This is an optimization exercise on Yosys and OpenROAD, whose aim is small area, a short achievable clock period and few clock cycles, not a production implementation. The RTL was checked by simulation tests, not by an equivalence proof against the original design. No activity file was given, so power comes from the tool's default toggle rates.

==> flow/flow/run.sh <==
#!/bin/bash
# Standard layout, with the port buffers made from the smallest buffer
# (buf_1) instead of the default choice; repair may still resize them.
set -euo pipefail
echo 'export BUFFER_PORTS_ARGS = -buffer_cell sky130_fd_sc_hd__buf_1' >> config.mk
bash standard.sh finish > standard.log 2>&1
==> flow/design.v <==
module bitrat_enc (
    input  wire        clk,
    input  wire        rst,         
    input  wire        start,
    input  wire        prev_bit,
    input  wire [12:0] len,         
    output reg  [11:0] in_addr,
    input  wire [7:0]  in_data,
    output reg         out_we,
    output reg  [12:0] out_addr,
    output reg  [7:0]  out_data,
    output reg         busy,
    output reg         done,
    output reg  [7:0]  cmask,
    output reg  [3:0]  maskw,
    output wire [12:0] count,
    output wire        last
);
    localparam [2:0] S_IDLE = 3'd0,
                     S_B2   = 3'd1,   
                     S_B1   = 3'd2,   
                     S_RUN  = 3'd3,   
                     S_GW   = 3'd4,   
                     S_PW   = 3'd5,   
                     S_SW   = 3'd6,   
                     S_RB   = 3'd7;   
    reg [2:0]  st;
    reg [12:0] lenr;      
    reg        lastb;     
    reg        fullp;     
    reg        f_gs, f_bs, f_ps, f_ss;       
    reg        f_ge, f_be, f_pe, f_se;       
    reg [7:0]  d;
    reg        lit;       
    reg        mbit;      
    reg        mode;      
    reg [12:0] ocur;      
    reg [12:0] gpos, ppos, spos;
    reg        g_has, p_has, s_has;    
    reg        pend_pw, pend_sw;       
    reg [7:0]  gmask, pmask, smask;
    reg [5:0]  ln;        
    reg [12:0] ocur_b;
    reg        p_has_b, s_has_b, mbit_b;
    assign count = ocur;
    assign last  = mbit;
    function [10:0] inc11(input [10:0] x);
        integer i;
        for (i = 0; i < 11; i = i + 1)
            inc11[i] = x[i] ^ ((x & ((11'd1 << i) - 11'd1)) == ((11'd1 << i) - 11'd1));
    endfunction
    function [11:0] inc12(input [11:0] x);
        integer i;
        for (i = 0; i < 12; i = i + 1)
            inc12[i] = x[i] ^ ((x & ((12'd1 << i) - 12'd1)) == ((12'd1 << i) - 12'd1));
    endfunction
    function [6:0] dec7(input [6:0] x);
        integer i;
        for (i = 0; i < 7; i = i + 1)
            dec7[i] = x[i] ^ ((x & ((7'd1 << i) - 7'd1)) == 7'd0);
    endfunction
    function [10:0] dec11(input [10:0] x);
        integer i;
        for (i = 0; i < 11; i = i + 1)
            dec11[i] = x[i] ^ ((x & ((11'd1 << i) - 11'd1)) == 11'd0);
    endfunction
    wire [11:0] icur    = {dec11(in_addr[11:1]), in_addr[0]};
    wire grp_end  = f_ge || lastb;
    wire blk_end  = fullp && f_be;
    wire pair_end = f_pe || lastb;
    wire sec_end  = f_se || lastb;
    wire esc_mode = mode && fullp;
    wire [7:0] gm_base = f_gs ? 8'd0 : gmask;
    wire [7:0] pm_base = f_ps ? 8'd0 : pmask;
    wire [7:0] sm_base = f_ss ? 8'd0 : smask;
    wire [5:0] ln_base = f_bs ? 6'd0 : ln;
    wire       m_next  = (st == S_RUN && lit) ? d[0] : mbit;
    wire [7:0] gm_next = gm_base | (lit ? (8'h80 >> icur[2:0]) : 8'd0);
    wire       wr      = esc_mode || lit;
    wire       ng      = esc_mode ? f_bs : (lit && !g_has);
    wire [10:0] oh1    = inc11(ocur[12:2]);
    wire [1:0]  ol     = ocur[1:0];
    wire [12:0] o1     = {(ol == 2'd3) ? oh1 : ocur[12:2], ol + 2'd1};
    wire [12:0] o2     = {ol[1]        ? oh1 : ocur[12:2], ol + 2'd2};
    wire [12:0] waddr  = ng ? o1 : ocur;
    wire [12:0] onext  = ng ? o2 : o1;
    wire [5:0] ln_next = ln_base + {5'd0, lit} + {5'd0, lit && !g_has};
    wire       esc     = (ln_base > 6'd32) ||
                         (lit && ((ln_base >= 6'd32) || (!g_has && ln_base >= 6'd31)));
    wire [1:0] inc     = lit ? (g_has ? 2'd1 : 2'd2) : 2'd0;
    wire [1:0] q       = in_addr[4:3];
    wire       fits    = (q == 2'd1) ? ((inc == 2'd0) ? (ln_base <= 6'd5)  :
                                        (inc == 2'd1) ? (ln_base <= 6'd4)  : (ln_base <= 6'd3))  :
                         (q == 2'd2) ? ((inc == 2'd0) ? (ln_base <= 6'd14) :
                                        (inc == 2'd1) ? (ln_base <= 6'd13) : (ln_base <= 6'd12)) :
                         (q == 2'd3) ? ((inc == 2'd0) ? (ln_base <= 6'd23) :
                                        (inc == 2'd1) ? (ln_base <= 6'd22) : (ln_base <= 6'd21)) :
                                       ((inc == 2'd0) ? (ln_base <= 6'd32) :
                                        (inc == 2'd1) ? (ln_base <= 6'd31) : (ln_base <= 6'd30));
    wire       mism    = fullp && (mode ? (f_ge && fits) : esc);
    wire       p_act_n = p_has || wr;
    wire       s_act_n = s_has || wr;
    wire       gw      = grp_end && (esc_mode ? blk_end : lit);
    wire [7:0] pm_grp  = (grp_end && (gm_next != 8'd0)) ? (8'h80 >> icur[5:3]) : 8'd0;
    wire [7:0] pm_esc  = (blk_end && esc_mode && esc) ? (in_addr[5] ? 8'hF0 : 8'h0F) : 8'd0;
    wire [7:0] sm_bit  = (pair_end && p_act_n && !mism) ? (8'h80 >> icur[8:6]) : 8'd0;
    wire [7:0] cm_bit  = (sec_end && s_act_n && !mism) ? (8'h80 >> icur[11:9]) : 8'd0;
    wire pw_run  = pair_end && p_act_n;
    wire sw_run  = sec_end && s_act_n;
    wire fin_run = gw || pw_run || sec_end;
    wire fin_st  = (st == S_GW) ? (pend_pw || sec_end) :
                   (st == S_PW) ? sec_end : lastb;
    wire stall   = (st == S_GW) || (st == S_PW) || (st == S_SW);
    wire step    = ((st == S_RUN) && !fin_run) || (stall && !fin_st);
    wire [6:0]  base_hi = (in_addr[4:0] < 5'd3) ? dec7(in_addr[11:5]) : in_addr[11:5];
    reg [2:0] st_n;
    reg       fin_n;      
    always @(*) begin
        st_n  = st;
        fin_n = 1'b0;
        case (st)
            S_IDLE: if (start && len != 13'd0) st_n = S_B2;
            S_B2:   st_n = S_B1;
            S_B1:   st_n = S_RUN;
            S_RB:   st_n = S_B2;
            S_RUN: begin
                if (mism)         st_n = S_RB;
                else if (gw)      st_n = S_GW;
                else if (pw_run)  st_n = S_PW;
                else if (sec_end) st_n = S_SW;
            end
            S_GW: begin
                if (pend_pw)      st_n = S_PW;
                else if (sec_end) st_n = S_SW;
                else              st_n = S_RUN;
            end
            S_PW: begin
                if (sec_end) st_n = S_SW;
                else         st_n = S_RUN;
            end
            S_SW: begin
                if (lastb) fin_n = 1'b1;
                else       st_n = S_RUN;
            end
            default: st_n = S_IDLE;
        endcase
        if (fin_n) st_n = S_IDLE;
    end
    always @(posedge clk) begin
        if (rst) begin
            st     <= S_IDLE;
            busy   <= 1'b0;
            done   <= 1'b0;
            out_we <= 1'b0;
        end else begin
            st     <= st_n;
            busy   <= (st_n != S_IDLE);
            done   <= fin_n || (st == S_IDLE && start && len == 13'd0);
            out_we <= ((st == S_RUN) && (wr || (!esc_mode && g_has))) ||
                      (st == S_GW) || (st == S_PW) || (st == S_SW && pend_sw);
        end
    end
    always @(posedge clk) begin
        case (st)
            S_GW: begin
                out_addr <= gpos;
                out_data <= esc_mode ? 8'h00 : gmask;
            end
            S_PW: begin
                out_addr <= ppos;
                out_data <= pmask;
            end
            S_SW: begin
                out_addr <= spos;
                out_data <= smask;
            end
            default: begin
                out_addr <= wr ? waddr : gpos;
                out_data <= wr ? d : gm_base;
            end
        endcase
        if (!stall) begin
            d   <= in_data;
            lit <= m_next ? (in_data != 8'hFF) : (in_data != 8'h00);
        end
        if (step || st == S_B2 || st == S_B1)
            in_addr <= inc12(in_addr);
        if (step) begin
            lastb <= (in_addr == lenr[11:0]);
            if (in_addr[5:0] == 6'd1)
                fullp <= ({1'b0, in_addr[11:6]} < lenr[12:6]);
            f_gs  <= (in_addr[2:0] == 3'd1);
            f_bs  <= (in_addr[4:0] == 5'd1);
            f_ps  <= (in_addr[5:0] == 6'd1);
            f_ss  <= (in_addr[8:0] == 9'd1);
            f_ge  <= (in_addr[2:0] == 3'd0);
            f_be  <= (in_addr[4:0] == 5'd0);
            f_pe  <= (in_addr[5:0] == 6'd0);
            f_se  <= (in_addr[8:0] == 9'd0);
        end
        case (st)
            S_IDLE: begin
                if (start) begin
                    lenr    <= len;
                    maskw   <= len[12:9] + {3'd0, (len[8:0] != 9'd0)};
                    lastb   <= (len == 13'd1);
                    fullp   <= (len[12:6] != 7'd0);
                    f_gs    <= 1'b1;
                    f_bs    <= 1'b1;
                    f_ps    <= 1'b1;
                    f_ss    <= 1'b1;
                    f_ge    <= 1'b0;
                    f_be    <= 1'b0;
                    f_pe    <= 1'b0;
                    f_se    <= 1'b0;
                    g_has   <= 1'b0;
                    p_has   <= 1'b0;
                    s_has   <= 1'b0;
                    mbit    <= prev_bit;
                    mode    <= 1'b0;
                    in_addr <= 12'd0;
                    spos    <= 13'd0;
                    ppos    <= 13'd1;
                    ocur    <= (len == 13'd0) ? 13'd0 : 13'd2;
                    cmask   <= 8'd0;
                end
            end
            S_RB: begin
                in_addr <= {base_hi, 5'd0};
                lastb   <= 1'b0;
                fullp   <= 1'b1;
                f_gs    <= 1'b1;
                f_bs    <= 1'b1;
                f_ps    <= !base_hi[0];
                f_ss    <= (base_hi[3:0] == 4'd0);
                f_ge    <= 1'b0;
                f_be    <= 1'b0;
                f_pe    <= 1'b0;
                f_se    <= 1'b0;
                mode    <= ~mode;
                ocur    <= ocur_b;
                g_has   <= 1'b0;
                p_has   <= p_has_b;
                s_has   <= s_has_b;
                mbit    <= mbit_b;
            end
            S_RUN: begin
                if (f_bs && fullp) begin
                    ocur_b  <= ocur;
                    p_has_b <= p_has;
                    s_has_b <= s_has;
                    mbit_b  <= mbit;
                end
                if (ng) gpos <= ocur;
                if (lit) mbit <= d[0];
                if (wr) ocur <= onext;
                gmask   <= gm_next;
                ln      <= ln_next;
                g_has   <= !grp_end && (g_has || lit);
                p_has   <= !pair_end && p_act_n;
                s_has   <= !sec_end && s_act_n;
                pend_pw <= pw_run;
                pend_sw <= sw_run;
                pmask   <= pm_base | pm_grp | pm_esc;
                smask   <= sm_base | sm_bit;
                cmask   <= cmask | cm_bit;
            end
            S_PW: begin
                if (!sec_end) begin
                    ppos <= ocur;
                    ocur <= o1;
                end
            end
            S_SW: begin
                if (lastb) begin
                    ocur <= !pend_sw ? spos : !pend_pw ? ppos : ocur;
                end else if (pend_sw) begin
                    if (pend_pw) begin
                        spos <= ocur;
                        ppos <= o1;
                        ocur <= o2;
                    end else begin
                        spos <= ppos;
                        ppos <= ocur;
                        ocur <= o1;
                    end
                end
            end
            default: ;
        endcase
    end
endmodule
==> flow/standard.sh <==
#!/bin/bash
# synth_recipe.tcl (not shown) runs the flow's synth.tcl, then flattens the netlist and writes it again
# the make line also repeats each setting of config.mk as NAME=value (left out here)
make -C /OpenROAD-flow-scripts/flow DESIGN_CONFIG=/design/flow/config.mk WORK_HOME=/design/flow/orfs CLKGATE_MAP_FILE= SYNTH_SCRIPT=/design/flow/synth_recipe.tcl "${@:-finish}"
==> flow/config.mk <==
export PLATFORM = sky130hd
export DESIGN_NAME = bitrat_enc
export DESIGN_NICKNAME = bitrat_enc
export VERILOG_FILES = /design/flow/design.v
export SDC_FILE = /design/flow/constraint.sdc
export NUM_CORES = 4
export LEC_CHECK = 0
export ABC_CLOCK_PERIOD_IN_PS = 2000
export CAP_MARGIN = 20
export CORE_MARGIN = 2
export CORE_UTILIZATION = 60
export SETUP_SLACK_MARGIN = 2.7
export SLEW_MARGIN = 20
export BUFFER_PORTS_ARGS = -buffer_cell sky130_fd_sc_hd__buf_1
==> flow/constraint.sdc <==
create_clock -name core_clock -period 5.0 [get_ports {clk}]
set_input_delay 1.0000 -clock core_clock [delete_from_list [all_inputs] [get_ports {clk}]]
set_output_delay 1.0000 -clock core_clock [all_outputs]
set_load 0.01 [all_outputs]
==> metrics.cfg, run 1 <==
[drt]
routedWlPerCell_um = 22.5
drtPass1Iterations = 6
drt-vias-per-instance = 6.54
drc_errors = 0
first_iter_violations = 994
vias = 9045
antenna_left = 0
wirelength_um = 31100

[run]
drv_cap = 0

[worst_setup_path]
crit_required_ps = 5190
crit_arrival_ps = 2520
startpoint_type = register
cp_max_fo = 12
worstSetupEndpointType = register
crit_type = register to register

[finish]
layout_common_cells = edfxtp_1, nand2_1, nor2_1
areaGrowthSynthToFinish_pct = 20.4
fin_area_sq_um = 12600
drive_above_1_share_pct = 19.4
mostFrequentLayoutCell = edfxtp_1
nNetsFinal = 1201

[sta]
min_period_ps = 2330
finalHoldViolations = 0
worst_slew_pin_slew_ps = 863
max_freq_mhz = 428
fin_setup_tns_ps = 0
finalSetupViolations = 0
drv_slew = 0
rsz0062_at_grt = true
fin_crit_sh_pct = 46.7
finalClockSkew_ps = 7.88
max-slew-margin-rel_pct = 42.5

[synthesis]
synthArstFlopShare_pct = 0
synthCells = 1021
ys_types = 88
yosys_most_used_dff = edfxtp_1
avgSynthCellArea_sq_um = 10.3
ys_ff_latch = 188
yosys_warnings = 1
syn_area_sq_um = 10500
synth_edf_count = 142
ys_seq_area_share_pct = 49.3
synth_nets = 1078

[grt]
grt_max_degree = 36
antenna_found_initial = 0
grt-ovfl-total = 0
grt.total_usage_pct = 33.0
grt_first_pass_wirelength_um = 45900
grt_pass1_vias = 8011

[floorplanning]
core-area_sq_um = 17200
dieArea_sq_um = 18600
pin_count = 87
die_x_um = 136
row_count = 48
die_h_um = 136
initial_core_util_pct = 61.0

[power]
power_density_nw_per_um2 = 388
peakVddDrop_uv = 332
p_leak_nw = 4.69

[clocking]
clkLatencyLatePin_ps = 450
cts-htree-levels = 4
cts-root-buf = clkbuf_16
clock_sinks = 188
clkTransAtPathRegs_ps = 70
cts_tree = built
ctsHoldBuffers = 0
numCtsBuffers = 17
cts_buffer_depth = 2

[status]
status = no timing/DRC/antenna violations

[placed_design]
port_buffers = 86
routabilityCongestion = 0.906
post_dp_cell_area_sq_um = 10900
hpwlAfterDp_um = 20300

[worst_hold_path]
hold_path_class = register to register

==> report_power, final <==
part           internal, W  total (W)  switching, W
sequential         0.00189    0.00205      0.000156
combinational     0.000609    0.00152      0.000909
clock             0.000663    0.00134      0.000678
total              0.00317    0.00491       0.00174
==> final cells by class <==
class	instances	area, sq um
multi-input cells	724	5320
flip-flops and latches	188	5230
clock buffers	17	425
well taps	225	282
clock inverters	15	148
diodes	2	5.00
inverters	45	198
repair buffers	168	1040
fillers	1221	4590
==> critical path, cell delays in order, from the launching register on <==
cell,delay [ps]
edfxtp_1,440
buf_4,170
buf_4,130
a21o_4,250
o22ai_4,220
nand4_4,270
buf_4,230
a21oi_2,150
o22a_1,150
a21oi_1,60
==> final timing paths <==
path / startpoint / endpoint / slack, ps / cells after the start
hold reg to reg: s_has / s_has_b / 470 / 0
hold / removal: s_has / s_has_b / 470 / 0
setup reg to reg: lit / in_addr[10] / 2670 / 9
setup / recovery: lit / in_addr[10] / 2670 / 9
==> synthesized netlist by cell type (all sizes together) (13+ instances only) <==
| master | count | area, sq um |
|---|---|---|
| nand3 | 28 | 140 |
| o21ai | 50 | 262 |
| and2 | 17 | 106 |
| o21a | 14 | 105 |
| a21oi | 58 | 305 |
| xor2 | 25 | 219 |
| clkbuf | 34 | 129 |
| ha | 31 | 388 |
| nor2 | 96 | 365 |
| inv | 45 | 171 |
| o32ai | 13 | 114 |
| nand2 | 102 | 393 |
| edfxtp | 142 | 4260 |
| dfxtp | 46 | 921 |
| xnor2 | 26 | 228 |
| mux2i | 34 | 340 |
| nand4 | 15 | 109 |
| buf | 33 | 178 |
==> state kept, by name, summed over array words and instances, names as in the netlist, 3 cells and up <==
signal	count
cmask	8
d	8
gmask	8
gpos	13
in_addr	12
lenr	13
ln	6
maskw	4
ocur	13
ocur_b	13
out_addr	13
out_data	8
pmask	8
ppos	13
smask	8
spos	13
st	3
==> logic make-up after synthesis <==
family / Yosys count / synth area share, %
and+or+nand+nor: 325 / 14.9
buffers and inverters: 112 / 4.55
xor gates and xnor gates: 51 / 4.25
DFF: 188 / 49.3
adders and majority gates: 32 / 3.88
AOI/OAI and AO/OA: 274 / 19.3
muxes: 39 / 3.77
==> repair_timing <==
item,in CTS,in global routing
pin swaps,7,24
cloned,0,5
buffers inserted,32,34
setup endpoints to repair,189,77
resized for setup,69,57
==> per-layer routing <==
layer	part of all wire (%)	wire, um	global-route usage, %	up-vias
met1	44	13600	49.4	4360
met2	44	13700	47.9	526
met3	10	3120	7.72	57
met5	0	0	0	-
li1	-	-	-	4102
met4	2.3	731	8.97	0
==> through the flow <==
step           power, W  hold WS, ps  utilization, %  std cells  setup WS, ps
2_1_floorplan   0.00287          427               -       1021          2570
3_3_place_gp    0.00322          438            63.5       1279          2010
3_5_place_dp    0.00323          459            63.5       1279          1880
4_1_cts         0.00472          466            69.9       1343          2700
5_1_grt         0.00510          491            73.4       1382          2590
6_report        0.00491          474            73.4       1384          2670
Testbench counts, summed over its fixed seeds: cycles 340,437.
==> run 2: changes to the inputs <==
--- a/flow/config.mk
+++ b/flow/config.mk
@@ -5,10 +5,9 @@
 export SDC_FILE = /design/flow/constraint.sdc
 export NUM_CORES = 4
 export LEC_CHECK = 0
-export ABC_CLOCK_PERIOD_IN_PS = 2000
 export CAP_MARGIN = 20
 export CORE_MARGIN = 2
-export CORE_UTILIZATION = 60
+export CORE_UTILIZATION = 70
 export SETUP_SLACK_MARGIN = 2.7
 export SLEW_MARGIN = 20
 export BUFFER_PORTS_ARGS = -buffer_cell sky130_fd_sc_hd__buf_1
==> run 2 against run 1 <==
  * Clock skew grew 2.4 ps
  * Sequential share of layout area grew 0.30 points
  * Maximum frequency is 0.81% lower
  * Count of clock-buffer cells in the layout grew 2
  * Setup slack lost 19 ps
  * Global-route usage rose by 4.5 points
  * Largest power group unchanged
==> metrics.cfg, run 2 <==
[status]
status = no timing/DRC/antenna violations

[synthesis]
ys_seq_area_share_pct = 49.3  ; unchanged
yosys_warnings = 1  ; unchanged
yosysTopAreaCell = edfxtp_1
synth_most_common_cell = edfxtp_1
syn_area_sq_um = 10500  ; unchanged
avgSynthCellArea_sq_um = 10.3  ; unchanged
ys_ff_latch = 188  ; unchanged
ys_types = 88  ; unchanged
synthArstFlopShare_pct = 0  ; unchanged
synth_nets = 1078  ; unchanged
yosys-top-cells-count = edfxtp_1, nand2_1, nor2_1
yosys_most_used_dff = edfxtp_1
synthCells = 1021  ; unchanged
synthTopCellsByArea = edfxtp_1, dfxtp_1, ha_1, nand2_1, nor2_1
synth_top_area_share_pct = 40.6  ; unchanged
synth_edf_count = 142  ; unchanged

[sta]
finalHoldViolations = 0  ; unchanged
rsz0062_at_grt = true
min_period_ps = 2350  ; +19.1 ps
max-slew-margin-rel_pct = 42.5  ; about the same
finalClockSkew_ps = 10.3  ; +2.38 ps
finalSetupViolations = 0  ; unchanged
fin_crit_sh_pct = 47.1  ; +0.38 points
worst_slew_pin_slew_ps = 860  ; -2.73 ps
fin_setup_tns_ps = 0  ; unchanged
drv_slew = 0  ; unchanged
max_freq_mhz = 425  ; -0.81%
timing.final.ws_setup_ps = 2650  ; -19.1 ps

[power]
power_density_nw_per_um2 = 395  ; +1.8%
p_switching_w = 0.00170  ; -2.5%
intPower_w = 0.00326  ; +3.1%
p_seq_share_pct = 41.7  ; about the same
clockPowerShare_pct = 28.6  ; +1.3 points
power_switching_share_pct = 34.3  ; -1.3 points
p_leak_nw = 4.64  ; -1.1%
p_comb_share_pct = 29.7  ; -1.2 points
peakVddDrop_uv = 312  ; -5.8%

[clocking]
clkLatencyLatePin_ps = 440  ; about the same
cts-htree-levels = 4  ; unchanged
cts_tree = built
clock_sinks = 188  ; unchanged
cts-root-buf = clkbuf_16
cts_buffer_depth = 2  ; unchanged
numCtsBuffers = 17  ; unchanged
ctsHoldBuffers = 0  ; unchanged
clkTransAtPathRegs_ps = 70  ; about the same

[finish]
nNetsFinal = 1193  ; -0.67%
diodes = 0  ; -2
fill_cells = 762  ; -38%
drive_above_1_share_pct = 19.0  ; -0.47 points
areaGrowthSynthToFinish_pct = 19.5
layout_common_cells = edfxtp_1, nand2_1, nor2_1
mostFrequentLayoutCell = edfxtp_1

[worst_setup_path]
critPathBufInv = 4  ; +1
slowest_delay_ps = 490  ; +50 ps
cp_top_family = compound AO/OA/AOI/OAI gates
crit_type = register to register
crit_required_ps = 5360  ; +170 ps
startpoint_type = register
cp_max_fo = 8  ; -4
critPathSlowestCell = a221o_4
worstSetupEndpointType = register
cp_common_cell = buf_4
r2r_cells = 9  ; unchanged
crit_chain = buf_6 -> buf_8 -> buf_4 -> a2111oi_2 -> o41ai_2 -> a221o_4 -> nand2_8 -> buf_4 -> o21a_1
crit_arrival_ps = 2720  ; +200 ps
cp.depth = 9  ; unchanged

[drt]
drtPass1Iterations = 6  ; unchanged
routedWlPerCell_um = 24.1  ; +7.3%
vias = 9513  ; +5.2%
wirelength_um = 32200  ; +3.3%
antenna_left = 0  ; unchanged
drt-vias-per-instance = 7.14  ; +9.2%
drc_errors = 0  ; unchanged
first_iter_violations = 1649  ; +66%

[placed_design]
pre_cts_slack_ps = 1640  ; -236 ps
port_buffers = 86  ; unchanged
routabilityCongestion = 0.930  ; +2.7%
hpwlAfterDp_um = 19700  ; -3.2%

[grt]
antenna_found_initial = 1  ; +1
grt.total_usage_pct = 37.4  ; +4.5 points
grt-ovfl-total = 0  ; unchanged
grt_max_degree = 45  ; +25%
grt_first_pass_wirelength_um = 46400  ; +1.0%
grt_pass1_vias = 8335  ; +4.0%

[floorplanning]
row_count = 44  ; -8.3%
pin_count = 87  ; unchanged
dieArea_sq_um = 16000  ; -14%
die_x_um = 127  ; -7.2%
initial_core_util_pct = 72.0  ; +11 points
core-area_sq_um = 14600  ; -15%
die_h_um = 127  ; -7.2%

[worst_hold_path]
hold_depth = 0  ; unchanged
hold_path_class = register to register

[run]
drv_cap = 0  ; unchanged

run 2: metrics by stage:
| stage | util, % | total power (W) | std cells | area [sq um] | hold WS (ps) |
|---|---|---|---|---|---|
| final | 86.1 | 0.00496 | 1333 | 12600 | 456 |
| after global routing | 86.1 | 0.00511 | 1333 | 12600 | 482 |
| after CTS | 82.5 | 0.00475 | 1300 | 12000 | 458 |
| after detailed placement | 74.5 | 0.00322 | 1235 | 10900 | 450 |
| after global placement | 74.5 | 0.00319 | 1235 | 10900 | 430 |
| after floorplan | - | 0.00287 | 1021 | 10500 | 427 |
run 2: worst paths after layout:
check / start / to / slack [ps]
max: lit / st[2] / 2650
min: s_has / s_has_b / 460
max reg2reg: lit / st[2] / 2650
min reg2reg: s_has / s_has_b / 460
run 2: worst register-to-register path: stages, from the launching register on:
cell and delay (ps):
edfxtp_1 420, buf_6 160, buf_8 130, buf_4 140, a2111oi_2 360, o41ai_2 110
a221o_4 490, nand2_8 150, buf_4 140, o21a_1 170
run 2: logic make-up after synthesis:
logic type,Yosys count,synth area share [%]
multiplexers,39,3.77
AND/OR/NAND/NOR,325,14.9
buffers and inverters,112,4.55
XOR/XNOR,51,4.25
adder cells (fa/ha/maj),32,3.88
flip-flops,188,49.3
AO/OA/AOI/OAI,274,19.3
run 2: area by class of cell:
| cell class | count | area [sq um] | area share (%) |
|---|---|---|---|
| repair buffers | 158 | 930 | 7.40 |
| clock buffers | 19 | 443 | 3.53 |
| multi-input cells | 726 | 5370 | 42.8 |
| inverters | 45 | 195 | 1.55 |
| flip-flops and latches | 188 | 5230 | 41.6 |
| clock inverters | 13 | 163 | 1.29 |
| well taps | 184 | 230 | 1.83 |
run 2: timing repair:
item / CTS / global route
gates resized for setup: 81 / 51
endpoints found under the setup margin: 231 / 98
cloned: 3 / 2
buffers inserted: 30 / 31
pin swaps: 12 / 23
run 2: power groups by stage:
| stage | clock network, W | logic, W | registers, W |
|---|---|---|---|
| 6_report | 0.00142 | 0.00147 | 0.00207 |
| 5_1_grt | 0.00147 | 0.00156 | 0.00208 |
| 4_1_cts | 0.00141 | 0.00128 | 0.00206 |
| 3_5_place_dp | 0 | 0.00109 | 0.00213 |
| 3_3_place_gp | 0 | 0.00107 | 0.00212 |
| 2_1_floorplan | 0 | 0.000811 | 0.00206 |
run 2: layer usage:
metal | wire, um | global-route usage [%] | part of all wire, %
met3 | 4600 | 8.90 | 14
met1 | 12000 | 54.7 | 37
met5 | 0 | 0 | 0
met2 | 14300 | 54.5 | 44
met4 | 1260 | 14.5 | 3.9
==> run 3: changes to the inputs <==
--- a/flow/config.mk
+++ b/flow/config.mk
@@ -8,6 +8,7 @@
 export CAP_MARGIN = 20
 export CORE_MARGIN = 2
 export CORE_UTILIZATION = 70
+export CTS_BUF_LIST = sky130_fd_sc_hd__clkbuf_8
 export SETUP_SLACK_MARGIN = 2.7
 export SLEW_MARGIN = 20
 export BUFFER_PORTS_ARGS = -buffer_cell sky130_fd_sc_hd__buf_1
==> run 3 against run 2 <==
  * Wire length down 0.86%
  * Critical endpoint is now cmask[7]
  * Non-clock buffer count up 17
  * Critical path depth down 2
  * Count of clock-buffer cells in the layout down 1
  * Utilization down 0.88 points
  * Die area unchanged
  * Power down 6.1%
  * Combinational power up 4%
  * Register-to-register slack about the same
  * Highest routed layer unchanged
  * Final cell count up 0.98%
  * Still clean
  * Clock power down 24%
==> metrics.cfg, run 3 <==
[clocking]
cts_buffer_depth = 2  ; unchanged
numCtsBuffers = 17  ; unchanged
cts-htree-levels = 4  ; unchanged
ctsHoldBuffers = 0  ; unchanged
cts_tree = built
clkTransAtPathRegs_ps = 100  ; +30 ps
clock_sinks = 188  ; unchanged
cts-root-buf = clkbuf_8
clkLatencyLatePin_ps = 480  ; +40 ps

[status]
status = no timing/DRC/antenna violations

[finish]
areaGrowthSynthToFinish_pct = 18.3
nNetsFinal = 1206  ; +1.1%
fill_cells = 802  ; +5.2%
diodes = 0  ; unchanged
ff_latch_area_sq_um = 5220  ; -0.22%
fin_area_sq_um = 12400  ; -1.0%
multiInputGateArea_sq_um = 5270  ; -1.9%
layout_common_cells = edfxtp_1, nand2_1, nor2_1
mostFrequentLayoutCell = edfxtp_1
drive_above_1_share_pct = 19.9  ; +0.91 points

[synthesis]
ys_seq_area_share_pct = 49.3  ; unchanged
synthTopCellsByArea = edfxtp_1, dfxtp_1, ha_1, nand2_1, nor2_1
muxShareOfSynthArea_pct = 3.77  ; unchanged
yosys.area_share.simple_pct = 14.9  ; unchanged
synth_nets = 1078  ; unchanged
avgSynthCellArea_sq_um = 10.3  ; unchanged
yosys_warnings = 1  ; unchanged
synthAdderAreaFrac_pct = 3.88  ; unchanged
synth_most_common_cell = edfxtp_1
synth_edf_count = 142  ; unchanged
synth-xor-area-share_pct = 4.25  ; unchanged
ys_types = 88  ; unchanged
synthArstFlopShare_pct = 0  ; unchanged
ys_ff_latch = 188  ; unchanged
yosys-top-cells-count = edfxtp_1, nand2_1, nor2_1
synth_compound_area_share_pct = 19.3  ; unchanged
yosys_most_used_dff = edfxtp_1
synth_top_area_share_pct = 40.6  ; unchanged
syn_area_sq_um = 10500  ; unchanged
synthCells = 1021  ; unchanged
synth_top_family_by_area = compound AO/OA/AOI/OAI gates
yosysTopAreaCell = edfxtp_1

[sta]
hold_slack_ps = 469  ; +13.2 ps
worst_slew_pin_slew_ps = 880  ; +20.3 ps
max_freq_mhz = 424  ; -0.29%
fin_crit_sh_pct = 47.2  ; +0.13 points
drv_slew = 0  ; unchanged
fin_setup_tns_ps = 0  ; unchanged
rsz0062_at_grt = true
max-slew-margin-rel_pct = 41.3  ; -1.1 points
finalClockSkew_ps = 16.0  ; +5.78 ps
finalHoldViolations = 0  ; unchanged
min_period_ps = 2360  ; +6.73 ps
finalSetupViolations = 0  ; unchanged

[grt]
grt.total_usage_pct = 37.9  ; +0.49 points
use_met1_pct = 54.0  ; -0.68 points
grtUsageMet3_pct = 10.1  ; +1.2 points
busiest_layer = met2
grt_pass1_vias = 8531  ; +2.4%
grt_first_pass_wirelength_um = 47100  ; +1.4%
grt-ovfl-total = 0  ; unchanged
grt_max_degree = 44  ; -2.2%
grt_use_met2_pct = 55.7  ; +1.3 points
antenna_found_initial = 0  ; -1

[floorplanning]
pin_count = 87  ; unchanged
row_count = 44  ; unchanged
core-area_sq_um = 14600  ; unchanged
dieArea_sq_um = 16000  ; unchanged
die_x_um = 127  ; unchanged
die_h_um = 127  ; unchanged
initial_core_util_pct = 72.0  ; unchanged

[worst_setup_path]
crit_arrival_ps = 2580  ; -140 ps
cp_max_fo = 8  ; unchanged
r2r_setup_slack_ps = 2640  ; about the same
crit_type = register to register
crit_required_ps = 5220  ; -140 ps
worstSetupEndpointType = register
startpoint_type = register

[power]
p_seq_share_pct = 43.8  ; +2.1 points
intPower_w = 0.00301  ; -7.9%
power_density_nw_per_um2 = 374  ; -5.2%
power_switching_share_pct = 35.5  ; +1.2 points
finalPower_w = 0.00466  ; -6.1%
clockPowerShare_pct = 23.2  ; -5.4 points
p_comb_share_pct = 32.9  ; +3.2 points
peakVddDrop_uv = 297  ; -4.8%
p_switching_w = 0.00165  ; -2.8%
p_leak_nw = 4.58  ; -1.3%

[drt]
antenna_left = 0  ; unchanged
drtPass1Iterations = 10  ; +4
routedWlPerCell_um = 23.7  ; -1.8%
vias = 9492  ; -0.22%
drt-vias-per-instance = 7.05  ; -1.2%
first_iter_violations = 1702  ; +3.2%
wirelength_um = 31900  ; -0.86%
drc_errors = 0  ; unchanged

[placed_design]
post_dp_cell_area_sq_um = 10900  ; unchanged
routabilityCongestion = 0.930  ; unchanged
hpwlAfterDp_um = 19700  ; unchanged
port_buffers = 86  ; unchanged

[worst_hold_path]
hold_path_class = register to register

[run]
drv_cap = 0  ; unchanged

[run 3: final cells by class]
cell class	count	share of cell area, %
Clock buffer	18	1.99
Clock inverter	14	1.34
Inverter	45	1.59
Multi-Input combinational cell	722	42.4
Sequential cell	188	42.0
Tap cell	184	1.85
Timing Repair Buffer	175	8.88
[run 3: cell families (layout without fill, tap and decap cells)]
family          Yosys count  after routing
compound gates          274            274
flops                   188            188
xor+xnor                 51             51
mux                      39             39
fa+ha+maj                32             32
buf+inv                 112            252
simple gates            325            326
[run 3: stage by stage]
step | std cells | util (%) | setup slack, ps
after global placement | 1235 | 74.5 | 1740
after global routing | 1346 | 85.2 | 2570
after floorplan | 1021 | - | 2570
final | 1346 | 85.2 | 2640
after CTS | 1315 | 82.5 | 2670
after detailed placement | 1235 | 74.5 | 1640
[run 3: timing repair]
action / in CTS / in global routing
setup endpoints to repair: 236 / 84
buffers inserted: 47 / 30
gates resized for setup: 91 / 34
pin swaps: 15 / 16
cloned: 1 / 1
[run 3: metal layers]
layer | wire length [um] | vias to the layer above
li1 | - | 4087
met2 | 14100 | 832
met1 | 12000 | 4426
met5 | 0 | -
met3 | 4440 | 147
met4 | 1270 | 0
[run 3: power groups by stage]
stage | Combinational [W] | Sequential (W) | Clock (W)
after floorplan | 0.000811 | 0.00206 | 0
after global placement | 0.00107 | 0.00212 | 0
after detailed placement | 0.00109 | 0.00213 | 0
after CTS | 0.00136 | 0.00205 | 0.00107
after global routing | 0.00162 | 0.00206 | 0.00113
final | 0.00153 | 0.00204 | 0.00108
[run 3: worst max-delay path: stages (launching register included)]
cell and delay [ps]:
edfxtp_1 540, buf_6 200, nand3b_1 130, a211oi_1 90, or3_1 320, a221o_2 520, nand2_4 200, o41ai_4 100
[run 3: final timing paths]
| kind | startpoint | to | cells after the start |
|---|---|---|---|
| worst max-delay path | lit | cmask[7] | 7 |
| worst min-delay path | s_has | s_has_b | 0 |
| worst max register to register | lit | cmask[7] | 7 |
| worst min register to register | s_has | s_has_b | 0 |
==> run 4: changes to the inputs <==
--- a/flow/config.mk
+++ b/flow/config.mk
@@ -8,7 +8,6 @@
 export CAP_MARGIN = 20
 export CORE_MARGIN = 2
 export CORE_UTILIZATION = 70
-export CTS_BUF_LIST = sky130_fd_sc_hd__clkbuf_8
-export SETUP_SLACK_MARGIN = 2.7
+export SETUP_SLACK_MARGIN = 2.5
 export SLEW_MARGIN = 20
 export BUFFER_PORTS_ARGS = -buffer_cell sky130_fd_sc_hd__buf_1
==> run 4 against run 3 <==
  * Wire length is 7.7% lower
  * Utilization fell by 4.5 points
  * Sequential power up 2%
  * Register-to-register slack got worse by 160 ps
  * Via count fell by 6.2%
  * Combinational power down 18%
==> metrics.cfg, run 4 <==
[grt]
grt-ovfl-total = 0  ; unchanged
antenna_found_initial = 0  ; unchanged
grt_max_degree = 44  ; unchanged
grt.total_usage_pct = 36.7  ; -1.2 points
grt_first_pass_wirelength_um = 45300  ; -3.8%
grt_pass1_vias = 8111  ; -4.9%

[sta]
finalHoldViolations = 0  ; unchanged
drv_slew = 0  ; unchanged
finalSetupViolations = 0  ; unchanged
finalClockSkew_ps = 7.06  ; -8.97 ps
min_period_ps = 2520  ; +160 ps
worst_slew_pin_slew_ps = 904  ; +23.5 ps
max-slew-margin-rel_pct = 39.3  ; -2.0 points
fin_crit_sh_pct = 50.4  ; +3.2 points
max_freq_mhz = 397  ; -6.4%
rsz0062_at_grt = true
fin_setup_tns_ps = 0  ; unchanged

[drt]
drc_errors = 0  ; unchanged
drtPass1Iterations = 8  ; -2
first_iter_violations = 1381  ; -19%
wirelength_um = 29400  ; -7.7%
routedWlPerCell_um = 22.9  ; -3.4%
vias = 8908  ; -6.2%
drt-vias-per-instance = 6.93  ; -1.8%
antenna_left = 0  ; unchanged

[synthesis]
ys_types = 88  ; unchanged
yosys_most_used_dff = edfxtp_1
syn_area_sq_um = 10500  ; unchanged
synthCells = 1021  ; unchanged
ys_ff_latch = 188  ; unchanged
synth_most_common_cell = edfxtp_1
synth_nets = 1078  ; unchanged
yosys_warnings = 1  ; unchanged
synth_top_area_share_pct = 40.6  ; unchanged
avgSynthCellArea_sq_um = 10.3  ; unchanged
yosysTopAreaCell = edfxtp_1
ys_seq_area_share_pct = 49.3  ; unchanged
synthArstFlopShare_pct = 0  ; unchanged
synth_edf_count = 142  ; unchanged
synthTopCellsByArea = edfxtp_1, dfxtp_1, ha_1, nand2_1, nor2_1
yosys-top-cells-count = edfxtp_1, nand2_1, nor2_1

[finish]
drive_above_1_share_pct = 11.9  ; -8.0 points
fin_util_pct = 80.7  ; -4.5 points
mostFrequentLayoutCell = edfxtp_1
layout_common_cells = edfxtp_1, nand2_1, nor2_1
fill_cells = 913  ; +14%
areaGrowthSynthToFinish_pct = 12.1
nNetsFinal = 1146  ; -5.0%
fin_area_sq_um = 11800  ; -5.3%
diodes = 0  ; unchanged

[worst_setup_path]
worstSetupEndpointType = register
crit_required_ps = 5160  ; -60 ps
startpoint_type = register
crit_arrival_ps = 2680  ; +100 ps
crit_type = register to register
cp_max_fo = 43  ; +35

[clocking]
clkTransAtPathRegs_ps = 70  ; -30 ps
cts-htree-levels = 4  ; unchanged
cts_buffer_depth = 2  ; unchanged
ctsHoldBuffers = 0  ; unchanged
cts-root-buf = clkbuf_16
clock_sinks = 188  ; unchanged
numCtsBuffers = 17  ; unchanged
clkLatencyLatePin_ps = 440  ; -40 ps
cts_tree = built

[floorplanning]
core-area_sq_um = 14600  ; unchanged
dieArea_sq_um = 16000  ; unchanged
die_h_um = 127  ; unchanged
initial_core_util_pct = 72.0  ; unchanged
row_count = 44  ; unchanged
die_x_um = 127  ; unchanged
pin_count = 87  ; unchanged

[power]
power_switching_share_pct = 33.7  ; -1.8 points
p_switching_w = 0.00160  ; -3.3%
peakVddDrop_uv = 287  ; -3.6%
intPower_w = 0.00314  ; +4.5%
finalPower_w = 0.00474  ; +1.7%
clockPowerShare_pct = 29.6  ; +6.4 points
p_leak_nw = 4.27  ; -6.7%
p_comb_share_pct = 26.4  ; -6.5 points
power_density_nw_per_um2 = 402  ; +7.4%
p_seq_share_pct = 44.0  ; +0.2 points

[status]
status = no timing/DRC/antenna violations

[placed_design]
hpwlAfterDp_um = 19700  ; about the same
post_dp_cell_area_sq_um = 10900  ; +0.26%
port_buffers = 86  ; unchanged
routabilityCongestion = 0.934  ; +0.41%

[run]
drv_cap = 0  ; unchanged

[worst_hold_path]
hold_path_class = register to register

==> run 4: cell counts after synthesis <==
No cell type changed its count.
==> run 4: cells by family (layout without fill, tap and decap cells) <==
logic type	Yosys count	count (layout)	synth area share, %
compound gates	274	274	19.3
fa+ha+maj	32	32	3.88
mux	39	39	3.77
flops	188	188	49.3
xor+xnor	51	51	4.25
simple gates	325	325	14.9
buf+inv	112	193	4.55
==> run 4: routing by layer <==
metal,GRT usage [%],up-vias,share of wire [%]
met2,53.1,655,44
met5,0,-,0
met3,8.06,93,12
met1,54.4,4195,40
met4,14.0,0,3.4
li1,-,3965,-
==> run 4: path summary, 6_finish.rpt <==
kind	end	slack, ps	start	depth (start not counted)
worst min-delay path	s_has_b	480	s_has	0
worst max-delay path	ocur[0]	2480	st[2]	5
worst min register to register	s_has_b	480	s_has	0
worst max register to register	ocur[0]	2480	st[2]	5
==> run 4: power groups by stage <==
stage	registers (W)	clock network [W]	logic, W
after global routing	0.00210	0.00145	0.00135
final	0.00209	0.00140	0.00125
after detailed placement	0.00212	0	0.00110
after global placement	0.00212	0	0.00108
after floorplan	0.00206	0	0.000809
after CTS	0.00207	0.00140	0.00117
==> run 4: cell type report <==
class | count | area, sq um | share of cell area, %
flip-flops and latches | 188 | 5200 | 44.2
multi-input cells | 721 | 5000 | 42.4
repair buffers | 116 | 552 | 4.68
clock buffers | 20 | 500 | 4.25
well taps | 184 | 230 | 1.95
inverters | 45 | 179 | 1.52
clock inverters | 12 | 119 | 1.01
==> run 4: metrics by stage <==
stage | instances | worst slack [ps] | hold slack, ps
6_report | 1286 | 2480 | 485
5_1_grt | 1286 | 2380 | 492
4_1_cts | 1283 | 2490 | 484
3_5_place_dp | 1241 | 1950 | 451
3_3_place_gp | 1241 | 1970 | 464
2_1_floorplan | 1021 | 2510 | 427
==> run 4: repair_timing <==
action                                  4_1_cts  5_1_grt
pin swaps                                     1        0
resized for setup                            23       26
endpoints found under the setup margin      140       58
buffers inserted                             10        3
==> run 4: critical path, cell delays in order (launching register included) <==
cell     delay, ps
dfxtp_1        460
buf_6          370
fa_1           470
o21ai_0        350
o311a_4        410
and2_1         170
==> run 5: changes to the inputs <==
--- a/flow/config.mk
+++ b/flow/config.mk
@@ -8,6 +8,6 @@
 export CAP_MARGIN = 20
 export CORE_MARGIN = 2
 export CORE_UTILIZATION = 70
-export SETUP_SLACK_MARGIN = 2.5
+export SETUP_SLACK_MARGIN = 2.4
 export SLEW_MARGIN = 20
 export BUFFER_PORTS_ARGS = -buffer_cell sky130_fd_sc_hd__buf_1
==> run 5 against run 4 <==
  * Still clean
  * Register-to-register slack got worse by 40 ps
  * Setup slack worse by 37 ps
  * Clock skew grew 2.6 ps
  * Cell area shrank 1.0%
  * Non-clock buffer count decreased by 7
  * Sequential power barely moved
  * Clock power is essentially flat
  * Wire length fell by 0.81%
  * Combinational power shrank 5%
  * Sequential cell count did not move
  * Global-route usage is 0.76 points lower
==> metrics.cfg, run 5 <==
[finish]
diodes = 0  ; unchanged
multiInputGateArea_sq_um = 4920  ; -1.5%
fin_util_pct = 79.9  ; -0.81 points
mostFrequentLayoutCell = edfxtp_1
drive_above_1_share_pct = 10.1  ; -1.8 points
layout_common_cells = edfxtp_1, nand2_1, nor2_1
fin_cells = 1279  ; -0.54%
nNetsFinal = 1139  ; -0.61%
fill_cells = 922  ; +0.99%
fin_area_sq_um = 11700  ; -1.0%
ff_latch_area_sq_um = 5200  ; about the same
areaGrowthSynthToFinish_pct = 11.0

[drt]
met3_length_um = 3520  ; -3.1%
wirelength_um = 29200  ; -0.81%
drt-vias-per-instance = 6.92  ; about the same
antenna_left = 0  ; unchanged
met2_length_um = 13000  ; +0.25%
routedLengthMet1_um = 11900  ; +1.2%
first_iter_violations = 1473  ; +6.7%
routedWlPerCell_um = 22.8  ; -0.27%
routed.top_layer = met4
drtPass1Iterations = 6  ; -2
vias = 8856  ; -0.58%
drc_errors = 0  ; unchanged

[worst_setup_path]
cp_max_fo = 30  ; -30%
crit_type = register to register
worstSetupEndpointType = register
crit_arrival_ps = 2750  ; +70 ps
r2r_cells = 7  ; +2
crit_required_ps = 5190  ; +30 ps
startpoint_type = register

[power]
clockPowerShare_pct = 29.8  ; +0.2 points
p_comb_share_pct = 25.5  ; -0.9 points
power_switching_share_pct = 32.9  ; -0.83 points
p_leak_nw = 4.19  ; -1.9%
intPower_w = 0.00313  ; -0.51%
finalPower_w = 0.00466  ; -1.7%
p_seq_share_pct = 44.7  ; +0.7 points
p_switching_w = 0.00153  ; -4.1%
peakVddDrop_uv = 254  ; -11%
power_density_nw_per_um2 = 399  ; -0.73%

[floorplanning]
die_x_um = 127  ; unchanged
pin_count = 87  ; unchanged
initial_core_util_pct = 72.0  ; unchanged
core-area_sq_um = 14600  ; unchanged
dieArea_sq_um = 16000  ; unchanged
row_count = 44  ; unchanged
die_h_um = 127  ; unchanged

[synthesis]
yosysTopAreaCell = edfxtp_1
synth_most_common_cell = edfxtp_1
ys_seq_area_share_pct = 49.3  ; unchanged
synthCells = 1021  ; unchanged
synth_nets = 1078  ; unchanged
avgSynthCellArea_sq_um = 10.3  ; unchanged
yosys_warnings = 1  ; unchanged
ys_ff_latch = 188  ; unchanged
yosys-top-cells-count = edfxtp_1, nand2_1, nor2_1
yosys_most_used_dff = edfxtp_1
synth_top_area_share_pct = 40.6  ; unchanged
ys_types = 88  ; unchanged
synthArstFlopShare_pct = 0  ; unchanged
syn_area_sq_um = 10500  ; unchanged
synth_edf_count = 142  ; unchanged
synthTopCellsByArea = edfxtp_1, dfxtp_1, ha_1, nand2_1, nor2_1

[placed_design]
post_dp_cell_area_sq_um = 10900  ; -0.28%
hpwlAfterDp_um = 19500  ; -0.93%
port_buffers = 86  ; unchanged
routabilityCongestion = 0.939  ; +0.52%
placedCellCount = 1239  ; -0.16%

[grt]
grt_first_pass_wirelength_um = 44400  ; -1.9%
grt_max_degree = 38  ; -14%
grt_pass1_vias = 7998  ; -1.4%
grt.total_usage_pct = 35.9  ; -0.76 points
grt-ovfl-total = 0  ; unchanged
antenna_found_initial = 0  ; unchanged

[run]
drv_cap = 0  ; unchanged

[sta]
max-slew-margin-rel_pct = 33.1  ; -6.2 points
finalSetupViolations = 0  ; unchanged
worst_slew_pin_slew_ps = 1000  ; +100 ps
rsz0062_at_grt = true
fin_crit_sh_pct = 51.1  ; +0.73 points
finalHoldViolations = 0  ; unchanged
fin_setup_tns_ps = 0  ; unchanged
min_period_ps = 2560  ; +36.6 ps
drv_slew = 0  ; unchanged
finalClockSkew_ps = 9.71  ; +2.64 ps
max_freq_mhz = 391  ; -1.4%

[worst_hold_path]
hold_path_class = register to register
hold_depth = 2  ; +2

[clocking]
cts_buffer_depth = 2  ; unchanged
numCtsBuffers = 17  ; unchanged
clock_sinks = 188  ; unchanged
clkTransAtPathRegs_ps = 70  ; about the same
cts_tree = built
cts-root-buf = clkbuf_16
clkLatencyLatePin_ps = 440  ; about the same
cts-htree-levels = 4  ; unchanged

[status]
status = no timing/DRC/antenna violations

==> run 5: routing by layer <==
| metal | up-vias | global-route usage (%) |
|---|---|---|
| met4 | 0 | 11.8 |
| li1 | 3948 | - |
| met1 | 4220 | 53.3 |
| met5 | - | 0 |
| met3 | 78 | 8.39 |
| met2 | 610 | 52.7 |
==> run 5: per-stage QoR <==
| stage | worst slack [ps] | hold slack (ps) |
|---|---|---|
| after global placement | 1900 | 463 |
| final | 2440 | 497 |
| after detailed placement | 1820 | 466 |
| after CTS | 2350 | 480 |
| after floorplan | 2440 | 427 |
| after global routing | 2350 | 497 |
==> run 5: critical path, stage by stage (launching register included) <==
cell and delay [ps]:
dfxtp_1 310, buf_4 320, nand2b_1 570, nor2_1 240, buf_4 240, a31oi_1 250, o221ai_1 160, o21a_1 220
==> run 5: logic make-up (layout without fill, tap and decap cells) <==
family	Yosys count	in the layout	synth area share [%]
flops	188	188	49.3
mux	39	39	3.77
fa+ha+maj	32	32	3.88
xor+xnor	51	51	4.25
buf+inv	112	186	4.55
compound gates	274	274	19.3
simple gates	325	325	14.9
==> run 5: repair_timing <==
item / 4_1_cts / 5_1_grt
endpoints found under the setup margin: 151 / 54
setup buffers: 7 / 1
hold buffers: 0 / 0
gates resized for setup: 14 / 29
gates cloned: 0 / 0
pin swaps: 0 / 1
==> run 5: cell type report <==
type,count,area share [%]
Inverter,45,1.59
Sequential cell,188,44.6
Multi-Input combinational cell,721,42.2
Clock inverter,7,0.633
Tap cell,184,1.97
Timing Repair Buffer,109,4.34
Clock buffer,25,4.61
==> run 5: worst paths after layout <==
kind	slack [ps]	endpoint	start
worst max-delay path	2440	ocur[12]	st[0]
worst min-delay path	500	f_be	f_be
worst max register to register	2440	ocur[12]	st[0]
worst min register to register	500	f_be	f_be
==> run 5: power groups by stage <==
stage	registers (W)	clock network (W)	logic, W
finish	0.00208	0.00139	0.00119
global route	0.00209	0.00145	0.00129
CTS	0.00207	0.00139	0.00114
detailed placement	0.00211	0	0.00109
global placement	0.00211	0	0.00107
floorplan	0.00206	0	0.000807
==> run 6: changes to the inputs <==
--- a/flow/config.mk
+++ b/flow/config.mk
@@ -7,7 +7,7 @@
 export LEC_CHECK = 0
 export CAP_MARGIN = 20
 export CORE_MARGIN = 2
-export CORE_UTILIZATION = 70
-export SETUP_SLACK_MARGIN = 2.4
+export CORE_UTILIZATION = 80
+export SETUP_SLACK_MARGIN = 2.6
 export SLEW_MARGIN = 20
 export BUFFER_PORTS_ARGS = -buffer_cell sky130_fd_sc_hd__buf_1
==> run 6 against run 5 <==
  * The flow now stops in global routing
  * Synthesized area stayed put
  * Synthesized cell count unchanged
==> metrics.cfg, run 6 <==
[status]
status = did not finish
lastStage = global routing
stop_error = [ERROR GRT-0232] Routing congestion too high. Check the congestion heatmap in the GUI.

[placed_design]
hpwlAfterDp_um = 20300  ; +4.0%
routabilityCongestion = 0.967  ; +3.0%
port_buffers = 86  ; unchanged

[sta]
endpoint_type = sequential cell input
crit_endpoint = f_ps$_DFF_P_/D

[grt]
grt.total_usage_pct = 79.6
grt_max_degree = 47
grt-ovfl-total = 60
antenna_found_initial = 3

[floorplanning]
pin_count = 87  ; unchanged
die_x_um = 119  ; -6.3%
row_count = 41  ; -6.8%
die_h_um = 119  ; -6.3%
initial_core_util_pct = 82.6  ; +11 points

[clocking]
cts_buffer_depth = 2  ; unchanged
cts-htree-levels = 4  ; unchanged
clock_sinks = 188  ; unchanged
numCtsBuffers = 17  ; unchanged
cts-root-buf = clkbuf_16

[synthesis]
synth_compound_area_share_pct = 19.3  ; unchanged
ys_types = 88  ; unchanged
yosys-top-cells-count = edfxtp_1, nand2_1, nor2_1
synth_top_area_share_pct = 40.6  ; unchanged
synth_most_common_cell = edfxtp_1
synth_top_family_by_area = compound AO/OA/AOI/OAI gates
synthTopCellsByArea = edfxtp_1, dfxtp_1, ha_1, nand2_1, nor2_1
synth_nets = 1078  ; unchanged
yosys_warnings = 1  ; unchanged
synth-xor-area-share_pct = 4.25  ; unchanged
synthCells = 1021  ; unchanged
yosysTopAreaCell = edfxtp_1
synth_edf_count = 142  ; unchanged
synthArstFlopShare_pct = 0  ; unchanged
avgSynthCellArea_sq_um = 10.3  ; unchanged
yosys_most_used_dff = edfxtp_1
muxShareOfSynthArea_pct = 3.77  ; unchanged
synthAdderAreaFrac_pct = 3.88  ; unchanged
ys_ff_latch = 188  ; unchanged
yosys.area_share.simple_pct = 14.9  ; unchanged
ys_seq_area_share_pct = 49.3  ; unchanged
syn_area_sq_um = 10500  ; unchanged

[run 6: cell counts after synthesis]
Identical to the previous run, type by type.
[run 6: how the worst max path moves through the flow]
| stage | slack [ps] | endpoint | startpoint | cells after the start |
|---|---|---|---|---|
| after CTS | 2550 | in_addr[11] | fullp | 6 |
| after global placement | 1640 | in_addr[6] | st[1] | 7 |
| after detailed placement | 1490 | in_addr[7] | st[1] | 7 |
| after floorplan | 2570 | ocur[10] | ocur[3] | 10 |
[run 6: power groups by stage]
stage	Clock [W]	Combinational, W	Sequential [W]
4_1_cts	0.00130	0.00123	0.00207
3_3_place_gp	0	0.00106	0.00210
2_1_floorplan	0	0.000810	0.00206
3_5_place_dp	0	0.00111	0.00211
[run 6: metal layers]
| layer | GRT overflow | GRT usage, % |
|---|---|---|
| met5 | 0 | 25.0 |
| met4 | 29 | 75.6 |
| met3 | 0 | 66.2 |
| met2 | 29 | 93.1 |
| met1 | 2 | 82.9 |
[run 6: metrics by stage]
stage	std cells	setup slack [ps]	hold WS, ps	instance area (sq um)	util (%)
2_1_floorplan	1021	2570	427	10500	-
3_3_place_gp	1227	1640	454	10900	85.5
3_5_place_dp	1227	1490	442	10900	85.5
4_1_cts	1277	2550	475	11800	92.5
[run 6: cells by family after synthesis]
| group | Yosys count |
|---|---|
| compound gates | 274 |
| mux | 39 |
| xor+xnor | 51 |
| simple gates | 325 |
| buf+inv | 112 |
| flops | 188 |
| fa+ha+maj | 32 |
[run 6: what timing repair did]
item,4_1_cts
pin swaps,5
buffers inserted,17
cloned,1
hold buffers,0
hold endpoints to repair,0
resized for setup,55
setup endpoints to repair,186
==> run 7: changes to the inputs <==
--- a/flow/config.mk
+++ b/flow/config.mk
@@ -7,7 +7,8 @@
 export LEC_CHECK = 0
 export CAP_MARGIN = 20
 export CORE_MARGIN = 2
-export CORE_UTILIZATION = 80
+export CORE_UTILIZATION = 70
 export SETUP_SLACK_MARGIN = 2.6
 export SLEW_MARGIN = 20
+export TNS_END_PERCENT = 20
 export BUFFER_PORTS_ARGS = -buffer_cell sky130_fd_sc_hd__buf_1
==> run 7 against run 6 <==
  * The run now finishes clean
  * Synthesized area did not move
  * Synthesized cell count stayed put
==> metrics.cfg, run 7 <==
[clocking]
clkTransAtPathRegs_ps = 70
cts-root-buf = clkbuf_16
clock_sinks = 188  ; unchanged
clkLatencyLatePin_ps = 440
cts_tree = built
cts-htree-levels = 4  ; unchanged
cts_buffer_depth = 2  ; unchanged
numCtsBuffers = 17  ; unchanged

[grt]
grt_first_pass_wirelength_um = 44500
grt_pass1_vias = 8015
antenna_found_initial = 0
grt_max_degree = 38
grt-ovfl-total = 0
grt.total_usage_pct = 36.1

[floorplanning]
pin_count = 87  ; unchanged
initial_core_util_pct = 72.0  ; -11 points
row_count = 44  ; +7.3%
die_h_um = 127  ; +6.7%
dieArea_sq_um = 16000
core-area_sq_um = 14600
die_x_um = 127  ; +6.7%

[placed_design]
port_buffers = 86  ; unchanged
post_dp_cell_area_sq_um = 10900  ; about the same
routabilityCongestion = 0.939  ; -2.9%
hpwlAfterDp_um = 19500  ; -3.8%

[synthesis]
synth-xor-area-share_pct = 4.25  ; unchanged
synthAdderAreaFrac_pct = 3.88  ; unchanged
muxShareOfSynthArea_pct = 3.77  ; unchanged
yosys.area_share.simple_pct = 14.9  ; unchanged
synthCells = 1021  ; unchanged
synthTopCellsByArea = edfxtp_1, dfxtp_1, ha_1, nand2_1, nor2_1
synth_top_family_by_area = compound AO/OA/AOI/OAI gates
synth_nets = 1078  ; unchanged
synth_edf_count = 142  ; unchanged
avgSynthCellArea_sq_um = 10.3  ; unchanged
yosys-top-cells-count = edfxtp_1, nand2_1, nor2_1
synth_top_area_share_pct = 40.6  ; unchanged
synth_compound_area_share_pct = 19.3  ; unchanged
synthArstFlopShare_pct = 0  ; unchanged
ys_types = 88  ; unchanged
syn_area_sq_um = 10500  ; unchanged
ys_ff_latch = 188  ; unchanged
yosysTopAreaCell = edfxtp_1
ys_seq_area_share_pct = 49.3  ; unchanged
yosys_warnings = 1  ; unchanged
synth_most_common_cell = edfxtp_1
yosys_most_used_dff = edfxtp_1

[sta]
fin_crit_sh_pct = 50.6
finalHoldViolations = 0
finalSetupViolations = 0
finalClockSkew_ps = 9.36
drv_slew = 0
min_period_ps = 2530
rsz0062_at_grt = true
fin_setup_tns_ps = 0
max_freq_mhz = 395
max-slew-margin-rel_pct = 31.8
worst_slew_pin_slew_ps = 1020

[worst_setup_path]
r2r_cells = 7
crit_required_ps = 5290
worstSetupEndpointType = register
crit_arrival_ps = 2830
crit_type = register to register
startpoint_type = register
cp_max_fo = 8

[finish]
drive_above_1_share_pct = 15.0
mostFrequentLayoutCell = edfxtp_1
fin_area_sq_um = 12100
diodes = 0
layout_common_cells = edfxtp_1, nand2_1, nor2_1
nNetsFinal = 1170
areaGrowthSynthToFinish_pct = 15.2

[drt]
drc_errors = 0
vias = 9143
drt-vias-per-instance = 6.98
first_iter_violations = 1624
drtPass1Iterations = 6
wirelength_um = 30600
routedWlPerCell_um = 23.3
antenna_left = 0

[worst_hold_path]
hold_path_class = register to register
hold_depth = 0

[power]
power_density_nw_per_um2 = 397
peakVddDrop_uv = 259
p_leak_nw = 4.40

[status]
status = no timing/DRC/antenna violations

[run]
drv_cap = 0

-- run 7: cells by family after synthesis --
family,Yosys count
AND/OR/NAND/NOR,325
AO/OA/AOI/OAI,274
flip-flops,188
buffers and inverters,112
XOR/XNOR,51
multiplexers,39
adder cells (fa/ha/maj),32
-- run 7: critical path: stages (launching register included) --
cell and delay [ps]:
edfxtp_1 560, and2_1 310, o21ai_4 260, buf_4 180, and2_1 320, nand2_1 120
xor2_1 150, a221oi_1 480
-- run 7: metrics by stage --
| stage | hold WS, ps | power (W) | utilization (%) | setup slack (ps) | instances |
|---|---|---|---|---|---|
| 2_1_floorplan | 427 | 0.00286 | - | 2440 | 1021 |
| 3_3_place_gp | 463 | 0.00318 | 74.5 | 1900 | 1239 |
| 3_5_place_dp | 466 | 0.00321 | 74.5 | 1820 | 1239 |
| 4_1_cts | 480 | 0.00461 | 79.8 | 2510 | 1278 |
| 5_1_grt | 497 | 0.00498 | 83.0 | 2430 | 1310 |
| 6_report | 497 | 0.00481 | 83.0 | 2470 | 1310 |
-- run 7: final timing paths --
check	start	to	slack, ps
setup reg to reg	mode	out_addr[9]	2470
setup / recovery	mode	out_addr[9]	2470
hold / removal	s_has	s_has_b	500
hold reg to reg	s_has	s_has_b	500
-- run 7: layer usage --
layer	track usage, %	wire (um)
met3	8.52	3840
met1	53.5	12100
met5	0	0
met4	11.9	887
met2	52.9	13800
-- run 7: where the power goes --
group / switching (W) / internal (W)
Clock: 0.000588 / 0.000801
Sequential: 0.000186 / 0.00190
Combinational: 0.000822 / 0.000516
-- run 7: timing repair --
| action | in CTS | in global routing |
|---|---|---|
| pin swaps | 0 | 13 |
| gates cloned | 0 | 2 |
| hold buffers | 0 | 0 |
| setup endpoints to repair | 181 | 109 |
| buffers inserted | 7 | 30 |
| gates resized for setup | 33 | 49 |
-- run 7: cell type report --
class	count	area, sq um
Sequential cell	188	5210
Fill cell	830	2490
Tap cell	184	230
Inverter	45	196
Clock buffer	25	538
Clock inverter	7	73.8
Timing Repair Buffer	138	749
Multi-Input combinational cell	723	5100
==> run 8: changes to the inputs <==
--- a/flow/config.mk
+++ b/flow/config.mk
@@ -10,5 +10,4 @@
 export CORE_UTILIZATION = 70
 export SETUP_SLACK_MARGIN = 2.6
 export SLEW_MARGIN = 20
-export TNS_END_PERCENT = 20
 export BUFFER_PORTS_ARGS = -buffer_cell sky130_fd_sc_hd__buf_1
==> run 8 against run 7 <==
  * Still clean
  * Count of clock-buffer cells in the layout up 2
  * Maximum frequency up 7.0%
  * Utilization up 0.051 points
  * Clock skew up 2.5 ps
  * Sequential power about the same
  * Via count up 0.16%
  * Synthesized area unchanged
  * Hold slack worse by 16 ps
  * Register-to-register slack better by 170 ps
  * Critical path depth up 2
  * Power down 0.67%
  * Global-route usage about the same
  * Highest routed layer unchanged
==> metrics.cfg, run 8 <==
[floorplanning]
core-area_sq_um = 14600  ; unchanged
die_h_um = 127  ; unchanged
row_count = 44  ; unchanged
initial_core_util_pct = 72.0  ; unchanged
die_x_um = 127  ; unchanged
dieArea_sq_um = 16000  ; unchanged
pin_count = 87  ; unchanged

[synthesis]
ys_seq_area_share_pct = 49.3  ; unchanged
muxShareOfSynthArea_pct = 3.77  ; unchanged
synthArstFlopShare_pct = 0  ; unchanged
synth-xor-area-share_pct = 4.25  ; unchanged
yosysTopAreaCell = edfxtp_1
yosys.area_share.simple_pct = 14.9  ; unchanged
synth_most_common_cell = edfxtp_1
yosys_most_used_dff = edfxtp_1
synth_edf_count = 142  ; unchanged
synthAdderAreaFrac_pct = 3.88  ; unchanged
synthTopCellsByArea = edfxtp_1, dfxtp_1, ha_1, nand2_1, nor2_1
synthCells = 1021  ; unchanged
syn_area_sq_um = 10500  ; unchanged
ys_ff_latch = 188  ; unchanged
synth_nets = 1078  ; unchanged
avgSynthCellArea_sq_um = 10.3  ; unchanged
synth_top_area_share_pct = 40.6  ; unchanged
yosys_warnings = 1  ; unchanged
synth_top_family_by_area = compound AO/OA/AOI/OAI gates
yosys-top-cells-count = edfxtp_1, nand2_1, nor2_1
ys_types = 88  ; unchanged
synth_compound_area_share_pct = 19.3  ; unchanged

[placed_design]
routabilityCongestion = 0.927  ; -1.3%
port_buffers = 86  ; unchanged
hpwlAfterDp_um = 19300  ; -1.1%
post_dp_cell_area_sq_um = 10900  ; +0.21%

[power]
peakVddDrop_uv = 287  ; +11%
power_density_nw_per_um2 = 394  ; -0.73%
p_leak_nw = 4.39  ; -0.22%

[drt]
first_iter_violations = 1327  ; -18%
drc_errors = 0  ; unchanged
vias = 9158  ; +0.16%
drtPass1Iterations = 6  ; unchanged
drt-vias-per-instance = 6.98  ; about the same
antenna_left = 0  ; unchanged
wirelength_um = 30600  ; about the same
routedWlPerCell_um = 23.3  ; -0.13%

[status]
status = no timing/DRC/antenna violations

[sta]
fin_crit_sh_pct = 47.3  ; -3.3 points
fin_setup_tns_ps = 0  ; unchanged
min_period_ps = 2370  ; -166 ps
rsz0062_at_grt = true
finalHoldViolations = 0  ; unchanged
finalClockSkew_ps = 11.9  ; +2.51 ps
drv_slew = 0  ; unchanged
worst_slew_pin_slew_ps = 954  ; -69.7 ps
max-slew-margin-rel_pct = 35.9  ; +4.2 points
finalSetupViolations = 0  ; unchanged
max_freq_mhz = 423  ; +7.0%

[grt]
grt_pass1_vias = 8134  ; +1.5%
grt_first_pass_wirelength_um = 45000  ; +1.1%
antenna_found_initial = 0  ; unchanged
grt.total_usage_pct = 36.1  ; about the same
grt-ovfl-total = 0  ; unchanged
grt_max_degree = 34  ; -11%

[worst_setup_path]
cp_max_fo = 22  ; +14
worstSetupEndpointType = register
crit_type = register to register
startpoint_type = register
crit_arrival_ps = 2550  ; -280 ps
crit_required_ps = 5190  ; -100 ps

[clocking]
numCtsBuffers = 17  ; unchanged
ctsHoldBuffers = 0  ; unchanged
cts_buffer_depth = 2  ; unchanged
cts-root-buf = clkbuf_16
clock_sinks = 188  ; unchanged
clkTransAtPathRegs_ps = 70  ; about the same
cts_tree = built
cts-htree-levels = 4  ; unchanged
clkLatencyLatePin_ps = 440  ; about the same

[finish]
mostFrequentLayoutCell = edfxtp_1
areaGrowthSynthToFinish_pct = 15.2  ; about the same
layout_common_cells = edfxtp_1, nand2_1, nor2_1
nNetsFinal = 1172  ; +0.17%
diodes = 0  ; unchanged
drive_above_1_share_pct = 15.2  ; +0.15 points
fin_area_sq_um = 12100  ; about the same

[run]
drv_cap = 0  ; unchanged

[worst_hold_path]
hold_path_class = register to register

run 8: cells by family after synthesis:
family | Yosys count
adders and majority gates | 32
and+or+nand+nor | 325
DFF | 188
buffers and inverters | 112
xor gates and xnor gates | 51
AOI/OAI and AO/OA | 274
muxes | 39
run 8: layout make-up:
class | count | area, sq um
inverter | 45 | 190
fill | 865 | 2480
multi-input combinational | 722 | 5150
sequential | 188 | 5220
tap | 184 | 230
clock inverter | 5 | 56.3
timing repair buffer | 141 | 766
clock buffer | 27 | 504
run 8: per-layer routing:
metal	vias up	share of wire, %	wire length (um)	global-route usage [%]
li1	4026	-	-	-
met1	4322	40	12100	52.9
met2	720	44	13500	52.8
met3	90	13	3900	9.03
met4	0	3.6	1120	12.7
met5	-	0	0	0
run 8: report_power, final:
| part | total [W] | internal (W) | switching (W) |
|---|---|---|---|
| Combinational | 0.00138 | 0.000521 | 0.000856 |
| Sequential | 0.00208 | 0.00190 | 0.000187 |
| Clock | 0.00132 | 0.000744 | 0.000573 |
run 8: worst max-delay path, cell delays in order (launching register included):
cell     delay [ps]
dfxtp_4         410
buf_6           190
inv_4           120
a21oi_4          60
inv_4           190
nor2_2           90
a22oi_4         290
nand2_2         220
and3_1          220
o32a_1          320
run 8: worst paths after layout:
check                           start          end  slack [ps]  depth (start not counted)
worst max-delay path            st[2]  in_addr[11]        2630                          9
worst min-delay path            s_has      s_has_b         480                          0
worst max register to register  st[2]  in_addr[11]        2630                          9
worst min register to register  s_has      s_has_b         480                          0
run 8: metrics by stage:
step	instances	hold WS (ps)	total power [W]	utilization, %	setup slack (ps)
2_1_floorplan	1021	427	0.00287	-	2570
3_5_place_dp	1239	446	0.00321	74.6	1880
3_3_place_gp	1239	456	0.00319	74.6	1900
5_1_grt	1312	505	0.00492	83.0	2520
6_report	1312	481	0.00478	83.0	2630
4_1_cts	1288	480	0.00458	80.5	2570
run 8: repair_timing:
item | 4_1_cts | 5_1_grt
pin swaps | 5 | 11
endpoints found under the setup margin | 193 | 67
gates resized for setup | 50 | 40
buffers inserted | 17 | 23
cloned | 0 | 1

==> static timing again, ports no longer ideal <==
No port has a modelled driver above. Below, the same layouts with a new extraction and two added sets of constraints.
Step 1 (the two cells are an assumption about what drives the block):
set clk [get_ports {clk}]
set_driving_cell -lib_cell sky130_fd_sc_hd__clkbuf_16 $clk
set_driving_cell -lib_cell sky130_fd_sc_hd__buf_2 [delete_from_list [all_inputs] $clk]
Step 2 times the ports against the registers' clock, not the clock port: input delays grow and output delays shrink by t, the midpoint of the rising clock arrivals with the driver on.
Slacks: ideal / step 1 / step 2; pairs: ideal / step 1.
run	shift t [ns]	setup slack, ns	clock arrival spread, ns
run 1	0.492	2.665 / 2.637 / 2.401	0.010 / 0.011
run 2	0.484	2.646 / 2.639 / 2.422	0.011 / 0.011
run 3	0.516	2.639 / 2.639 / 2.392	0.016 / 0.016
run 4	0.480	2.479 / 2.479 / 2.291	0.009 / 0.010
run 5	0.479	2.443 / 2.443 / 2.354	0.011 / 0.011
run 7	0.479	2.468 / 2.468 / 2.350	0.012 / 0.012
run 8	0.480	2.634 / 2.634 / 2.221	0.012 / 0.012
After both steps every run listed still meets setup and hold. For run 8, which loses most, drivers alone change the setup slack by 0.000 ns; drivers and shift together by -0.413 ns.
